From an optimization exercise on the open Yosys and OpenROAD flow, aimed at a short achievable clock period and few clock cycles; shortcuts taken in it are not production practice. At most, simulation tests tie the RTL to the original design; equivalence was not proved. The RTL of run 1 was laid out without a check of its function. Power and IR drop assume default switching activity.

--- design.v ---
module ssq_chunkenc (
    input  wire        clk,
    input  wire        rst,
    input  wire        in_valid,
    output reg         in_ready,
    input  wire [7:0]  in_data,
    input  wire        in_last,
    output reg         out_valid,
    input  wire        out_ready,
    output reg  [7:0]  out_data,
    output reg         out_last,
    output reg  [15:0] out_sym_len,
    output reg  [2:0]  out_chunk_pad,
    output reg  [15:0] out_total,
    output reg  [15:0] out_conv
);
    localparam DDEPTH = 20;         
    localparam EDEPTH = 4;          
    localparam DTH    = 2;          
    localparam MTH    = EDEPTH - 2; 
    integer i, j;
    function [7:0] norm;
        input [7:0] b;
        begin
            if (b >= 8'd32 && b <= 8'd126)
                norm = b;
            else if (b >= 8'd128)
                norm = 8'd48 + ((b - 8'd128) % 8'd75);
            else if ((b >= 8'd16 && b <= 8'd26) || (b >= 8'd28 && b <= 8'd31))
                norm = b + 8'd64;                   
            else begin
                case (b)                            
                    8'd0:   norm = 8'd48;   
                    8'd1:   norm = 8'd49;   
                    8'd2:   norm = 8'd50;   
                    8'd3:   norm = 8'd51;   
                    8'd4:   norm = 8'd52;   
                    8'd5:   norm = 8'd53;   
                    8'd6:   norm = 8'd54;   
                    8'd7:   norm = 8'd55;   
                    8'd8:   norm = 8'd56;   
                    8'd9:   norm = 8'd57;   
                    8'd10:  norm = 8'd32;   
                    8'd11:  norm = 8'd118;  
                    8'd12:  norm = 8'd102;  
                    8'd13:  norm = 8'd114;  
                    8'd14:  norm = 8'd83;   
                    8'd15:  norm = 8'd73;   
                    8'd27:  norm = 8'd69;   
                    default: norm = 8'd68;  
                endcase
            end
        end
    endfunction
    reg        v1, l1;
    reg [7:0]  d1;
    wire       in_fire = in_valid && in_ready;
    always @(posedge clk) begin
        v1 <= !rst && in_fire;
        d1 <= in_data;
        l1 <= in_last;
    end
    reg        v2, l2, c2, f2;
    reg [7:0]  n2;
    reg [4:0]  ph2;       
    reg [4:0]  ph_s;      
    reg        first_s;   
    always @(posedge clk) begin
        n2  <= norm(d1);
        c2  <= (d1 < 8'd32) || (d1 > 8'd126);
        l2  <= l1;
        ph2 <= ph_s;
        f2  <= first_s;
        if (rst) begin
            v2      <= 1'b0;
            ph_s    <= 5'b00001;
            first_s <= 1'b1;
        end else begin
            v2 <= v1;
            if (v1) begin
                first_s <= l1;
                if (l1)
                    ph_s <= 5'b00001;
                else                        
                    ph_s <= {ph_s[1:0], ph_s[4:2]};
            end
        end
    end
    reg [7:0]  prevn;     
    reg        v3, l3, c3, f3;
    reg [7:0]  b3;
    reg [8:0]  keep3;
    reg [2:0]  pad3;
    wire [11:0] w = {prevn[3:0], n2};    
    wire [8:0]  keep_ph [0:4];
    genvar gp, gj, gi;
    generate
        for (gp = 0; gp < 5; gp = gp + 1) begin : g_ph
            wire [8:0] sp;               
            for (gj = 0; gj < 8; gj = gj + 1) begin : g_bit
                localparam integer CP = (gp + gj) % 5;    
                wire [11:0] earlier;
                for (gi = 0; gi < 12; gi = gi + 1) begin : g_e
                    assign earlier[gi] = (7 - gi >= gj - CP) && (7 - gi <= gj - 2) ? w[gi] : 1'b0;
                end
                if (CP >= 2) begin : g_sp
                    assign sp[gj] = w[7 - gj] && !w[8 - gj] && (|earlier);
                end else begin : g_nosp
                    assign sp[gj] = 1'b0;
                end
            end
            assign sp[8] = 1'b0;
            for (gj = 0; gj < 8; gj = gj + 1) begin : g_keep
                assign keep_ph[gp][7 - gj] = w[7 - gj] || sp[gj + 1];
            end
            assign keep_ph[gp][8] = sp[0];
        end
    endgenerate
    wire [8:0] keep_c = ({9{ph2[0]}} & keep_ph[0]) | ({9{ph2[1]}} & keep_ph[1]) |
                        ({9{ph2[2]}} & keep_ph[2]) | ({9{ph2[3]}} & keep_ph[3]) |
                        ({9{ph2[4]}} & keep_ph[4]);
    always @(posedge clk) begin
        if (v2)
            prevn <= n2;
        b3    <= n2;
        keep3 <= keep_c;
        l3    <= l2;
        c3    <= c2;
        f3    <= f2;
        pad3 <= {ph2[3], ph2[0] | ph2[4], ph2[1] | ph2[4]};
        v3 <= !rst && v2;
    end
    reg        v4, l4, c4, f4;
    reg [7:0]  b4;
    reg [31:0] rank4;     
    reg [3:0]  t4;
    reg [2:0]  pad4;
    reg [3:0]  r_c [0:8];
    reg [31:0] rank_c;
    always @(*) begin
        r_c[0] = {3'd0, keep3[8]};
        for (j = 0; j < 8; j = j + 1)
            r_c[j + 1] = r_c[j] + {3'd0, keep3[7 - j]};
        for (j = 0; j < 8; j = j + 1)
            rank_c[4*j +: 4] = r_c[j];
    end
    always @(posedge clk) begin
        b4    <= b3;
        rank4 <= rank_c;
        t4    <= r_c[8];
        l4    <= l3;
        c4    <= c3;
        f4    <= f3;
        pad4  <= pad3;
        v4    <= !rst && v3;
    end
    reg        v5, l5, c5, f5;
    reg [8:0]  sym5;
    reg [3:0]  t5;
    reg [2:0]  pad5;
    reg [8:0]  sym_c;
    always @(*) begin
        sym_c = 9'd0;
        for (i = 0; i < 9; i = i + 1)
            for (j = 0; j < 8; j = j + 1)
                if (b4[7 - j] && rank4[4*j +: 4] == i)
                    sym_c[8 - i] = 1'b1;
    end
    always @(posedge clk) begin
        sym5 <= sym_c;
        t5   <= t4;
        l5   <= l4;
        c5   <= c4;
        f5   <= f4;
        pad5 <= pad4;
        v5   <= !rst && v4;
    end
    reg        v6, l6, c6, f6;
    reg [8:0]  sym6;
    reg [3:0]  t6;
    reg [2:0]  pad6;
    reg [2:0]  pos6;
    reg        ge8_6, eq16_6, gt8_6;
    reg [2:0]  pos_s;
    wire [4:0] q5 = {2'd0, pos_s} + {1'b0, t5};
    always @(posedge clk) begin
        sym6   <= sym5;
        t6     <= t5;
        l6     <= l5;
        c6     <= c5;
        f6     <= f5;
        pad6   <= pad5;
        pos6   <= pos_s;
        ge8_6  <= q5 >= 5'd8;
        gt8_6  <= q5 > 5'd8;
        eq16_6 <= q5 == 5'd16;
        if (rst) begin
            v6    <= 1'b0;
            pos_s <= 3'd0;
        end else begin
            v6 <= v5;
            if (v5)
                pos_s <= l5 ? 3'd0 : q5[2:0];
        end
    end
    reg [7:0]  acc;
    reg        v7, l7, w0_7, w1_7;
    reg [7:0]  d0_7, d1_7;
    reg [2:0]  pad7;
    reg [15:0] symcnt, totcnt, convcnt;
    wire [15:0] win = {acc, 8'd0} | ({sym6, 7'd0} >> pos6);
    always @(posedge clk) begin
        d0_7 <= win[15:8];
        d1_7 <= win[7:0];
        w0_7 <= ge8_6 || l6;
        w1_7 <= eq16_6 || (l6 && gt8_6);
        l7   <= l6;
        pad7 <= pad6;
        if (rst) begin
            v7  <= 1'b0;
            acc <= 8'd0;
        end else begin
            v7 <= v6;
            if (v6)
                acc <= (l6 || eq16_6) ? 8'd0 : (ge8_6 ? win[7:0] : win[15:8]);
        end
        if (v6) begin
            symcnt  <= (f6 ? 16'd0 : symcnt) + {12'd0, t6};
            totcnt  <= (f6 ? 16'd0 : totcnt) + 16'd1;
            convcnt <= (f6 ? 16'd0 : convcnt) + {15'd0, c6};
        end
    end
    reg [8:0]        dmem [0:DDEPTH-1];   
    reg [DDEPTH-1:0] wp;                  
    reg [DDEPTH-1:0] rp;                  
    reg [5:0]        dcnt;
    reg [50:0]       emem [0:EDEPTH-1];   
    reg [EDEPTH-1:0] ewp, erp;
    reg [3:0]        mcnt;                
    wire dw0 = v7 && w0_7;
    wire dw1 = v7 && w1_7;
    reg  [8:0]  dhead;
    reg  [50:0] ehead;
    always @(*) begin
        dhead = 9'd0;
        for (i = 0; i < DDEPTH; i = i + 1)
            dhead = dhead | (dmem[i] & {9{rp[i]}});
        ehead = 51'd0;
        for (i = 0; i < EDEPTH; i = i + 1)
            ehead = ehead | (emem[i] & {51{erp[i]}});
    end
    reg  out_tag;
    wire dne      = (dcnt != 6'd0);
    wire next_end = out_valid && !out_last && out_tag;
    wire load     = !out_valid || out_ready;
    wire pop      = load && !next_end && dne;
    wire end_done = out_valid && out_last && out_ready;
    always @(posedge clk) begin
        for (i = 0; i < DDEPTH; i = i + 1) begin
            if (dw0 && wp[i])
                dmem[i] <= {l7 && !w1_7, d0_7};
            else if (dw1 && wp[(i + DDEPTH - 1) % DDEPTH])
                dmem[i] <= {l7, d1_7};
        end
        for (i = 0; i < EDEPTH; i = i + 1)
            if (v7 && l7 && ewp[i])
                emem[i] <= {symcnt, pad7, totcnt, convcnt};
        if (load) begin
            out_data <= dhead[7:0];
            out_tag  <= dhead[8];
        end
        if (!(out_valid && out_last))
            {out_sym_len, out_chunk_pad, out_total, out_conv} <= ehead;
        if (rst) begin
            wp        <= {{(DDEPTH-1){1'b0}}, 1'b1};
            rp        <= {{(DDEPTH-1){1'b0}}, 1'b1};
            dcnt      <= 6'd0;
            ewp       <= {{(EDEPTH-1){1'b0}}, 1'b1};
            erp       <= {{(EDEPTH-1){1'b0}}, 1'b1};
            mcnt      <= 4'd0;
            out_valid <= 1'b0;
            out_last  <= 1'b0;
            in_ready  <= 1'b1;
        end else begin
            if (dw1)
                wp <= {wp[DDEPTH-3:0], wp[DDEPTH-1:DDEPTH-2]};
            else if (dw0)
                wp <= {wp[DDEPTH-2:0], wp[DDEPTH-1]};
            if (pop)
                rp <= {rp[DDEPTH-2:0], rp[DDEPTH-1]};
            dcnt <= dcnt + {5'd0, dw0} + {5'd0, dw1} - {5'd0, pop};
            if (v7 && l7)
                ewp <= {ewp[EDEPTH-2:0], ewp[EDEPTH-1]};
            if (end_done)
                erp <= {erp[EDEPTH-2:0], erp[EDEPTH-1]};
            mcnt <= mcnt + {3'd0, in_fire && in_last} - {3'd0, end_done};
            if (load) begin
                out_valid <= next_end || dne;
                out_last  <= next_end;
            end
            in_ready <= (dcnt <= DTH) && (mcnt <= MTH);
        end
    end
endmodule
--- run.sh ---
#!/bin/bash
# synth_recipe.tcl (not shown) runs the flow's synth.tcl, then flattens the netlist and writes it again
# the make line also repeats each setting of config.mk as NAME=value (left out here)
make -C /OpenROAD-flow-scripts/flow DESIGN_CONFIG=/design/flow/config.mk WORK_HOME=/design/flow/orfs CLKGATE_MAP_FILE= SYNTH_SCRIPT=/design/flow/synth_recipe.tcl finish
--- config.mk ---
export PLATFORM = sky130hd
export DESIGN_NAME = ssq_chunkenc
export DESIGN_NICKNAME = ssq_chunkenc
export VERILOG_FILES = /design/flow/design.v
export SDC_FILE = /design/flow/constraint.sdc
export NUM_CORES = 4
export LEC_CHECK = 0
export ABC_CLOCK_PERIOD_IN_PS = 2000
export CAP_MARGIN = 20
export CORE_MARGIN = 2
export CORE_UTILIZATION = 40
export SETUP_SLACK_MARGIN = 4.0
export SLEW_MARGIN = 20
--- constraint.sdc ---
create_clock -name core_clock -period 6.5 [get_ports {clk}]
set_input_delay 1.3000 -clock core_clock [delete_from_list [all_inputs] [get_ports {clk}]]
set_output_delay 1.3000 -clock core_clock [all_outputs]
set_load 0.01 [all_outputs]
==> metrics.log, run 1 <==
[metrics] leading register cell type out of synthesis: edfxtp_1
[metrics] capturing point of the worst reg2reg path: t4[3]$_DFF_P_
[metrics] adder-cell share of the synthesized area: under 10%
[metrics] final cell utilization of the core: 47.11%
[metrics] chip width: ~280 um
[metrics] height of the die: between 200 and 300 um
[metrics] fraction of the mapped netlist area in compound gates: between 10% and 20%
[metrics] Total Nets Final: ~2,400
[metrics] reg-to-reg startpoint: keep3[8]$_DFF_P_
[metrics] fraction of synthesized area in multiplexers: a little over 8%
[metrics] hold crit path type: reg -> reg
[metrics] Die Area: approximately 78,000 sq um
[metrics] final total negative setup slack: 0 ps
[metrics] vias per std cell: 5.582
[metrics] Power, Total: roughly 12,000 uW
[metrics] TritonCTS clock tree: yes
[metrics] worst hold endpoint: pad7[0]$_DFF_P_
[metrics] Worst Setup End Kind: flip-flop
[metrics] vias: ~19,000
[metrics] worst r2r path cells: 12
[metrics] leakage power total: 0.01296 uW
[metrics] Antenna Nets Post-Route: 0
[metrics] number of clock sinks seen by CTS: approximately 750
[metrics] classification of the worst setup path: reg -> reg
[metrics] number of distinct library cell variants in the gate-level netlist after synthesis: 80
[metrics] total CTS buffers: approximately 80
[metrics] share of cells above drive strength 1: between 20% and 30%
[metrics] outcome: timing/DRC/antenna clean
[metrics] sequential share of the synthesized area: 65.74%
[metrics] Layout Area Growth over Synthesis: 16.27%
[metrics] number of flip-flops and latches in the synthesized netlist: around 750
[metrics] total of hold buffers inserted after clock tree synthesis: 0
[metrics] number of synthesized flops with an enable pin: between 400 and 500
[metrics] half-perimeter wire length after placement: 44,410 um
[metrics] weighted congestion at the end of routability-driven global placement: between 0.8 and 0.9
[metrics] routed wire length: 73,280 um
[metrics] xor/xnor share of the synthesized area: 1.736%
[metrics] dominant combinational cell family by area after synthesis: compound AO/OA/AOI/OAI gates
[metrics] synthesized netlist net count: approximately 2,300
[metrics] Max Cap Viol: 0
[metrics] achievable frequency: 0.3216 GHz
[metrics] relative slew slack: between 30% and 40%
[metrics] number of failing hold endpoints at the final stage: 0
[metrics] cell area after placement: ~32,000 sq um
[metrics] Avg WL per Cell: between 20 and 25 um
[metrics] number of stages on the worst hold path: 0
[metrics] ys async rst share: 0%
[metrics] fin crit period: ~3100 ps
[metrics] setup repair after global routing missed its margin: true
[metrics] count of endpoints failing setup in the final report: 0
[metrics] Synth Area per Inst: 13.41 sq um
[metrics] standard-cell rows: 100
[metrics] most common library cell in the layout ignoring fill and taps: edfxtp_1
[metrics] Core Region: ~75,000 sq um
[metrics] final critical-path share of the clock period: a little under half
[metrics] dominant cells by area after synthesis: edfxtp_1 49%, dfxtp_1 17%, mux2_2 6.3%
[metrics] H-Tree Depth: 3
[metrics] count of synthesis-stage warnings from yosys: 4
[metrics] final count of pins violating max slew: 0
[metrics] total DRC errors in the routed layout: 0
[metrics] gr ovfl total: 0
[metrics] startpoint of the most critical hold path: pad6[0]$_DFF_P_
[metrics] number of antenna violations at the first check in global routing: 0
[metrics] highest ir drop seen on vdd: around 0.21 mV
[metrics] DRT iter0 DRCs: approximately 1,500
[metrics] buffer depth of the longest clock path: 3
[metrics] GR Util All Layers: around 19%
[metrics] clock slew at reported path FFs: about 60 ps
[metrics] Initial DRT Pass Iterations: 5
[metrics] initial core utilization: roughly two fifths
[metrics] via count of the first global-routing pass: roughly 19,000
[metrics] Boundary Pins: 75
[metrics] cell count after synthesis: between 2,000 and 2,500
[metrics] non-filler instance count after layout: around 3,400
[metrics] combined area of all synthesized cells: between 30,000 and 40,000 sq um
[metrics] Synth area leader: edfxtp_1
[metrics] critical path required time: between 7000 and 8000 ps
[metrics] cell at the root of the clock tree: clkbuf_16
[metrics] most frequent cells in the layout: 496 x edfxtp_1, 229 x dfxtp_1, 169 x mux2_2
[metrics] top fanout value on the critical path: 4
[metrics] cell count after placement: 3,184
[metrics] count of buffers from port buffering: between 70 and 80
[metrics] power density of the placed cells: about 340 nW/um^2
[metrics] worst reg2reg setup slack: between 3000 and 4000 ps
[metrics] simple-gate share of the synthesized area: under 10%
[metrics] largest clock skew in the final design: around 14 ps
[metrics] post-route standard cell area excluding fillers: approximately 35,000 sq um
[metrics] kind of launch point of the worst setup path: flip-flop
[metrics] arrival time of the worst setup path: around 3600 ps
[metrics] pin count of the biggest net entering global routing: 86
[metrics] first-pass GRT wire length: 112,000 um
[metrics] Synth top area share: 49.21%
[metrics] clock network latency to the later pin of the worst-skew pair: ~630 ps
[metrics] transition time at the pin with the least slew margin: between 900 and 1000 ps
metal layers:
metal	share of wire, %	wire [um]	track usage [%]	vias to the layer above
met3	6.3	4631	2.987	132
met5	0	0	0	-
met4	2.6	1871	6.300	0
met1	42	31040	24.35	9411
li1	-	-	-	8654
met2	49	35730	31.23	637
Yosys cell counts (5+ instances only):
| master | instances |
|---|---|
| edfxtp_1 | 496 |
| dfxtp_1 | 250 |
| nand2_1 | 172 |
| mux2_2 | 169 |
| nor2_1 | 136 |
| a22oi_1 | 123 |
| clkbuf_1 | 109 |
| a21oi_1 | 69 |
| mux2i_1 | 53 |
| ha_1 | 49 |
| nor2b_1 | 47 |
| inv_1 | 43 |
| nand2b_1 | 41 |
| a221oi_1 | 37 |
| a22o_1 | 37 |
| nand3_1 | 35 |
| xor2_1 | 32 |
| o21ai_0 | 30 |
| xnor2_1 | 28 |
| a211oi_1 | 23 |
| nor3_1 | 23 |
| nand4_1 | 22 |
| and3_1 | 21 |
| a21boi_0 | 20 |
| nor3b_1 | 16 |
| nand3b_1 | 14 |
| a21o_1 | 13 |
| or3_1 | 13 |
| buf_1 | 12 |
| and2_1 | 10 |
| o31ai_1 | 8 |
| a31oi_1 | 7 |
| fa_1 | 7 |
| o22ai_1 | 7 |
| o211ai_1 | 6 |
| buf_2 | 5 |
| o21bai_1 | 5 |
stage by stage:
| step | setup slack [ps] | hold slack [ps] |
|---|---|---|
| 2_1_floorplan | 3237 | 309.6 |
| 3_3_place_gp | 2458 | 312.0 |
| 3_5_place_dp | 2435 | 312.1 |
| 4_1_cts | 3396 | 324.5 |
| 5_1_grt | 3300 | 332.4 |
| 6_report | 3391 | 321.2 |
cells by family (layout without fill, tap and decap cells):
group / Yosys count / after routing
buffers and inverters: 174 / 321
XOR/XNOR: 60 / 60
multiplexers: 223 / 223
flip-flops: 746 / 746
other: 0 / 1
AO/OA/AOI/OAI: 428 / 428
AND/OR/NAND/NOR: 570 / 570
adder cells (fa/ha/maj): 56 / 56
worst max-delay path: stages, from the launching register on:
cell,delay [ps]
dfxtp_2,330
fa_1,590
ha_4,160
fa_2,480
ha_4,200
xor2_4,200
buf_12,140
xnor2_4,220
xor2_4,210
inv_2,50
and3_4,150
xor2_2,150
xnor2_1,130
state kept, by name (all words and copies together), names as in the netlist, 6 cells and up, named ones only:
| signal | flops |
|---|---|
| out_conv | 16 |
| acc | 8 |
| dcnt | 6 |
| symcnt | 16 |
| d1 | 8 |
| d1_7 | 8 |
| wp | 20 |
| sym6 | 9 |
| d0_7 | 8 |
| keep3 | 9 |
| emem | 204 |
| out_sym_len | 16 |
| totcnt | 16 |
| rp | 20 |
| dmem | 180 |
| b3 | 8 |
| out_total | 16 |
| sym5 | 9 |
| n2 | 8 |
| convcnt | 16 |
| out_data | 8 |
| rank4 | 26 |
| b4 | 8 |
layout make-up:
cell class | instances | area (sq um)
diodes | 1 | 2.502
clock buffers | 102 | 2165
clock inverters | 42 | 407.9
fillers | 6512 | 39500
inverters | 45 | 178.9
multi-input cells | 1337 | 10260
flip-flops and latches | 746 | 19950
well taps | 969 | 1212
repair buffers | 132 | 1012
worst max path at each step:
stage,cells after the start,slack (ps),startpoint,to
floorplan,12,3240,out_ready,dcnt[4]$_SDFF_PP0_
global placement,13,2460,out_ready,dcnt[4]$_SDFF_PP0_
detailed placement,13,2440,out_ready,dcnt[4]$_SDFF_PP0_
CTS,17,3400,d1[7]$_DFF_P_,n2[5]$_DFF_P_
global route,12,3300,keep3[8]$_DFF_P_,t4[3]$_DFF_P_
finish,12,3390,keep3[8]$_DFF_P_,t4[3]$_DFF_P_
report_power, final:
group / total [uW] / switching [uW] / internal (uW) / leakage [uW]
logic: 1710 / 810 / 896 / 0.00475
clock network: 4440 / 1870 / 2580 / 0.00126
registers: 5780 / 431 / 5350 / 0.00696
total: 11900 / 3110 / 8820 / 0.0130
timing repair:
item                                    4_1_cts  5_1_grt
resized for setup                           312       32
pin swaps                                    22       23
cloned                                        1        2
buffers inserted                             26       16
endpoints found under the setup margin      439      102
==> inputs of run 2 (changes only) <==
--- a/design.v
+++ b/design.v
@@ -14,9 +14,9 @@
     output reg  [15:0] out_total,
     output reg  [15:0] out_conv
 );
-    localparam DDEPTH = 20;         
-    localparam EDEPTH = 4;          
-    localparam DTH    = 2;          
+    localparam DDEPTH = 32;         
+    localparam EDEPTH = 8;          
+    localparam DTH    = 12;         
     localparam MTH    = EDEPTH - 2; 
     integer i, j;
     function [7:0] norm;
@@ -62,8 +62,8 @@
     end
     reg        v2, l2, c2, f2;
     reg [7:0]  n2;
-    reg [4:0]  ph2;       
-    reg [4:0]  ph_s;      
+    reg [2:0]  ph2;
+    reg [2:0]  ph_s;      
     reg        first_s;   
     always @(posedge clk) begin
         n2  <= norm(d1);
@@ -73,16 +73,22 @@
         f2  <= first_s;
         if (rst) begin
             v2      <= 1'b0;
-            ph_s    <= 5'b00001;
+            ph_s    <= 3'd0;
             first_s <= 1'b1;
         end else begin
             v2 <= v1;
             if (v1) begin
                 first_s <= l1;
                 if (l1)
-                    ph_s <= 5'b00001;
-                else                        
-                    ph_s <= {ph_s[1:0], ph_s[4:2]};
+                    ph_s <= 3'd0;
+                else
+                    case (ph_s)             
+                        3'd0: ph_s <= 3'd3;
+                        3'd1: ph_s <= 3'd4;
+                        3'd2: ph_s <= 3'd0;
+                        3'd3: ph_s <= 3'd1;
+                        default: ph_s <= 3'd2;
+                    endcase
             end
         end
     end
@@ -91,34 +97,26 @@
     reg [7:0]  b3;
     reg [8:0]  keep3;
     reg [2:0]  pad3;
-    wire [11:0] w = {prevn[3:0], n2};    
-    wire [8:0]  keep_ph [0:4];
-    genvar gp, gj, gi;
-    generate
-        for (gp = 0; gp < 5; gp = gp + 1) begin : g_ph
-            wire [8:0] sp;               
-            for (gj = 0; gj < 8; gj = gj + 1) begin : g_bit
-                localparam integer CP = (gp + gj) % 5;    
-                wire [11:0] earlier;
-                for (gi = 0; gi < 12; gi = gi + 1) begin : g_e
-                    assign earlier[gi] = (7 - gi >= gj - CP) && (7 - gi <= gj - 2) ? w[gi] : 1'b0;
-                end
-                if (CP >= 2) begin : g_sp
-                    assign sp[gj] = w[7 - gj] && !w[8 - gj] && (|earlier);
-                end else begin : g_nosp
-                    assign sp[gj] = 1'b0;
-                end
-            end
-            assign sp[8] = 1'b0;
-            for (gj = 0; gj < 8; gj = gj + 1) begin : g_keep
-                assign keep_ph[gp][7 - gj] = w[7 - gj] || sp[gj + 1];
-            end
-            assign keep_ph[gp][8] = sp[0];
+    reg [11:0] w;         
+    reg [8:0]  sp;        
+    reg [8:0]  keep_c;
+    integer    cp, s, any;
+    always @(*) begin
+        w = {prevn[3:0], n2};
+        for (j = 0; j < 8; j = j + 1) begin
+            cp  = (ph2 + j) % 5;      
+            s   = j - cp;             
+            any = 0;
+            for (i = -4; i < 7; i = i + 1)
+                if (i >= s && i <= j - 2 && w[7 - i])
+                    any = 1;
+            sp[j] = w[7 - j] && (cp >= 2) && !w[8 - j] && (any != 0);
         end
-    endgenerate
-    wire [8:0] keep_c = ({9{ph2[0]}} & keep_ph[0]) | ({9{ph2[1]}} & keep_ph[1]) |
-                        ({9{ph2[2]}} & keep_ph[2]) | ({9{ph2[3]}} & keep_ph[3]) |
-                        ({9{ph2[4]}} & keep_ph[4]);
+        sp[8] = 1'b0;
+        for (j = 0; j < 8; j = j + 1)
+            keep_c[7 - j] = w[7 - j] || sp[j + 1];
+        keep_c[8] = sp[0];
+    end
     always @(posedge clk) begin
         if (v2)
             prevn <= n2;
@@ -127,7 +125,13 @@
         l3    <= l2;
         c3    <= c2;
         f3    <= f2;
-        pad3 <= {ph2[3], ph2[0] | ph2[4], ph2[1] | ph2[4]};
+        case (ph2)                  
+            3'd0: pad3 <= 3'd2;
+            3'd1: pad3 <= 3'd1;
+            3'd2: pad3 <= 3'd0;
+            3'd3: pad3 <= 3'd4;
+            default: pad3 <= 3'd3;
+        endcase
         v3 <= !rst && v2;
     end
     reg        v4, l4, c4, f4;
--- a/config.mk
+++ b/config.mk
@@ -5,9 +5,7 @@
 export SDC_FILE = /design/flow/constraint.sdc
 export NUM_CORES = 4
 export LEC_CHECK = 0
-export ABC_CLOCK_PERIOD_IN_PS = 2000
 export CAP_MARGIN = 20
 export CORE_MARGIN = 2
 export CORE_UTILIZATION = 40
-export SETUP_SLACK_MARGIN = 4.0
 export SLEW_MARGIN = 20
==> run 2 against run 1 <==
Effect of this change:
- via count grew 78%
- core utilization fell by 1.9 points
- synthesized cell count rose by 76%
- critical endpoint is now keep3[1]$_DFF_P_
- largest power group unchanged
==> metrics.log, run 2 <==
[metrics] kind of launch point of the worst setup path: flip-flop
[metrics] half-perimeter wire length after placement: 84,600 um (+91%)
[metrics] number of synthesized flops with an enable pin: 808 (+63%)
[metrics] highest cell delay on the worst timing path: 620 ps (+30 ps)
[metrics] number of antenna violations at the first check in global routing: 5 (+5)
[metrics] H-Tree Depth: 3 (unchanged)
[metrics] via count of the first global-routing pass: 32,330 (+71%)
[metrics] slowest cell on the critical path: ha_1
[metrics] TritonCTS clock tree: yes
[metrics] biggest registers after layout: emem (408), dmem (288)
[metrics] achievable frequency: 0.1752 GHz (-46%)
[metrics] GR Util All Layers: 21.89% (+3.3 points)
[metrics] total CTS buffers: 109 (+38%)
[metrics] largest clock skew in the final design: 72.33 ps (+58.50 ps)
[metrics] share of cells above drive strength 1: 14.65% (-7.0 points)
[metrics] setup repair after global routing missed its margin: false
[metrics] CP delay by family, top: compound AO/OA/AOI/OAI gates
[metrics] Boundary Pins: 75 (unchanged)
[metrics] Layout Area Growth over Synthesis: 12.22%
[metrics] worst slack on hold paths: 320.8 ps (-0.4570 ps)
[metrics] count of endpoints failing setup in the final report: 0 (unchanged)
[metrics] final total negative setup slack: 0 ps (unchanged)
[metrics] number of flip-flops and latches in the synthesized netlist: 1,085 (+45%)
[metrics] most common library cell in the layout ignoring fill and taps: edfxtp_1
[metrics] quantity of gates resized following cts: 0 (-100%)
[metrics] count of buffers from port buffering: 74 (unchanged)
[metrics] final critical-path share of the clock period: 87.79% (+40 points)
[metrics] Synth top area share: 49.40% (+0.19 points)
[metrics] pin count of the biggest net entering global routing: 85 (-1.2%)
[metrics] Power, Total: 17,390 uW (+46%)
[metrics] Avg WL per Cell: 24.81 um (+14%)
[metrics] leakage power total: 0.01932 uW (+49%)
[metrics] number of fill cells in the layout: 11,000 (+69%)
[metrics] top fanout value on the critical path: 21 (+17)
[metrics] Post-CTS Setup Repair Bufs: 0 (-100%)
[metrics] transition time at the pin with the least slew margin: 1071 ps (+87.29 ps)
[metrics] classification of the worst setup path: reg -> reg
[metrics] relative slew slack: 28.59% (-5.7 points)
[metrics] clock slew at reported path FFs: 60 ps (about the same)
[metrics] Die Area: 125,600 sq um (+61%)
[metrics] arrival time of the worst setup path: 6310 ps (+2690 ps)
[metrics] list of most frequent post-synthesis cells: 808 x edfxtp_1, 331 x nand2_1, 320 x a22oi_1
[metrics] Core Region: 121,900 sq um (+63%)
[metrics] cell at the root of the clock tree: clkbuf_16
[metrics] Worst Setup End Kind: flip-flop
[metrics] gr ovfl total: 0 (unchanged)
[metrics] power density of the placed cells: 315.6 nW/um^2 (-6.9%)
[metrics] largest register by flop count: emem
[metrics] Antenna Nets Post-Route: 0 (unchanged)
[metrics] initial core utilization: 40.30% (-0.22 points)
[metrics] highest ir drop seen on vdd: 0.2378 mV (+14%)
[metrics] combined area of all synthesized cells: 49,110 sq um (+62%)
[metrics] routed wire length: 141,100 um (+93%)
[metrics] dominant cells by area after synthesis: edfxtp_1 49%, dfxtp_1 11%, mux2_2 6.1%
[metrics] clock network latency to the later pin of the worst-skew pair: 710 ps (+80 ps)
[metrics] buffer depth of the longest clock path: 3 (unchanged)
[metrics] outcome: timing/DRC/antenna clean
[metrics] number of clock sinks seen by CTS: 1,085 (+45%)
[metrics] count of synthesis-stage warnings from yosys: 4 (unchanged)
[metrics] ys async rst share: 0% (unchanged)
[metrics] hold crit path type: reg -> reg
[metrics] Total Nets Final: 4,109 (+70%)
[metrics] leading register cell type out of synthesis: edfxtp_1
[metrics] number of distinct library cell variants in the gate-level netlist after synthesis: 107 (+34%)
[metrics] vias: 33,540 (+78%)
[metrics] total of hold buffers inserted after clock tree synthesis: 0 (unchanged)
[metrics] standard-cell rows: 128 (+28%)
[metrics] Synth Area per Inst: 12.34 sq um (-8.0%)
[metrics] cell count after synthesis: 3,981 (+76%)
[metrics] Buffers & Inverters on Critical Path: 4 (+2)
[metrics] synthesized netlist net count: 4,125 (+77%)
[metrics] most common cell in the netlist: edfxtp_1
[metrics] Max Cap Viol: 0 (unchanged)
[metrics] first-pass GRT wire length: 209,900 um (+87%)
[metrics] weighted congestion at the end of routability-driven global placement: 0.8968 (+6.6%)
[metrics] cell-by-cell listing of the critical path: buf_4, inv_1, ha_1, nor2b_1, inv_1, ha_1, or2_2, o221ai_2, o311ai_2, o2111ai_2, ha_1, inv_1, a31o_2, a311oi_1, o22ai_1, o221ai_1, nand3_1, a41oi_1
[metrics] Synth area leader: edfxtp_1
[metrics] height of the die: 354.4 um (+27%)
[metrics] total DRC errors in the routed layout: 0 (unchanged)
[metrics] fin crit period: 5706 ps (+2597 ps)
[metrics] flip-flop count of the largest register, all copies and words added: 408 (+100%)
[metrics] number of failing hold endpoints at the final stage: 0 (unchanged)
[metrics] sequential share of the synthesized area: 60.69% (-5.1 points)
[metrics] DRT iter0 DRCs: 3,674 (+150%)
[metrics] chip width: 354.4 um (+27%)
[metrics] final cell utilization of the core: 45.22% (-1.9 points)
[metrics] vias per std cell: 5.897 (+5.6%)
[metrics] Initial DRT Pass Iterations: 5 (unchanged)
[metrics] critical path required time: 7100 ps (+90 ps)
[metrics] most frequent cells in the layout: 808 x edfxtp_1, 330 x nand2_1, 320 x a22oi_1
[metrics] final count of pins violating max slew: 0 (unchanged)
-- run 2: layer usage --
layer	routed length (um)	up-vias	track usage [%]	part of all wire [%]
met3	11100	230	3.445	7.9
met5	26	-	0	0.018
met4	4073	4	6.814	2.9
met1	60560	16760	30.62	43
li1	-	15180	-	-
met2	65340	1364	34.96	46
-- run 2: worst register-to-register path, delay by kind of cell (launching register included) --
| kind | cells | cell delay [ps] |
|---|---|---|
| AOI/OAI and AO/OA | 8 | 1980 |
| DFF | 1 | 300 |
| buffers and inverters | 4 | 940 |
| adders and majority gates | 3 | 1360 |
| and+or+nand+nor | 3 | 1020 |
-- run 2: path summary, 6_finish.rpt --
check	cells after the start	endpoint	startpoint	slack (ps)
max	18	keep3[1]$_DFF_P_	ph2[1]$_DFF_P_	790
min	0	b4[3]$_DFF_P_	b3[3]$_DFF_P_	320
max reg2reg	18	keep3[1]$_DFF_P_	ph2[1]$_DFF_P_	790
min reg2reg	0	b4[3]$_DFF_P_	b3[3]$_DFF_P_	320
-- run 2: layout make-up --
class / count / area (sq um) / share of cell area [%]
repair buffers: 119 / 1076 / 1.952
clock inverters: 57 / 653.1 / 1.185
clock buffers: 151 / 3136 / 5.689
flip-flops and latches: 1085 / 29830 / 54.13
diodes: 1 / 2.502 / 0.004540
inverters: 106 / 397.9 / 0.7219
multi-input cells: 2544 / 17980 / 32.63
well taps: 1625 / 2033 / 3.689
-- run 2: power by group --
group / switching, uW / leakage [uW] / internal (uW)
Clock: 2730 / 0.00186 / 3790
Sequential: 433 / 0.00970 / 7730
Combinational: 1670 / 0.00776 / 1040
-- run 2: cells by family after synthesis --
kind of cell	after synthesis	share of synthesized area [%]
AO/OA/AOI/OAI	987	14.29
AND/OR/NAND/NOR	1047	10.52
XOR/XNOR	86	1.564
adder cells (fa/ha/maj)	131	3.460
buffers and inverters	352	2.805
multiplexers	293	6.664
flip-flops	1085	60.69
-- run 2: stage by stage --
stage,worst slack [ps],instances,cell area [sq um]
floorplan,832.6,3981,49110
global placement,921.4,5479,51310
detailed placement,897.3,5479,51320
CTS,854.5,5687,55110
global route,314.0,5687,55110
finish,793.8,5688,55110
Testbench counts of run 2, summed over its fixed seeds: cycles 57,805.

separate check: timing with driven ports:
In the flow no input, the clock included, has a driving cell. The finished layouts below were timed again as built, in two steps.
Step 1 sets driving cells, clkbuf_16 on the clock port and buf_2 on the other inputs (assumed; they add their load-dependent delay and slew).
Step 2 also shifts input and output timing later by t, the mid clock arrival at the registers, as if the neighbouring blocks saw the same clock.
a / b / c = no drivers / after step 1 / after step 2; a / b = the first two.
run | shift t [ns] | setup slack, ns | worst setup path after step 2 | latest minus earliest clock arrival (ns) | worst data-port slew with drivers (ns)
run 1 | 0.681 | 3.391 / 3.391 / 3.079 | input to register | 0.017 / 0.017 | 0.07
run 2 | 0.741 | 0.794 / 0.794 / 0.794 | register to register | 0.074 / 0.074 | 0.13
After both steps every run listed still meets setup and hold. The setup slack of run 1, which loses most, moves by 0.000 ns with the drivers and by -0.312 ns with both steps.
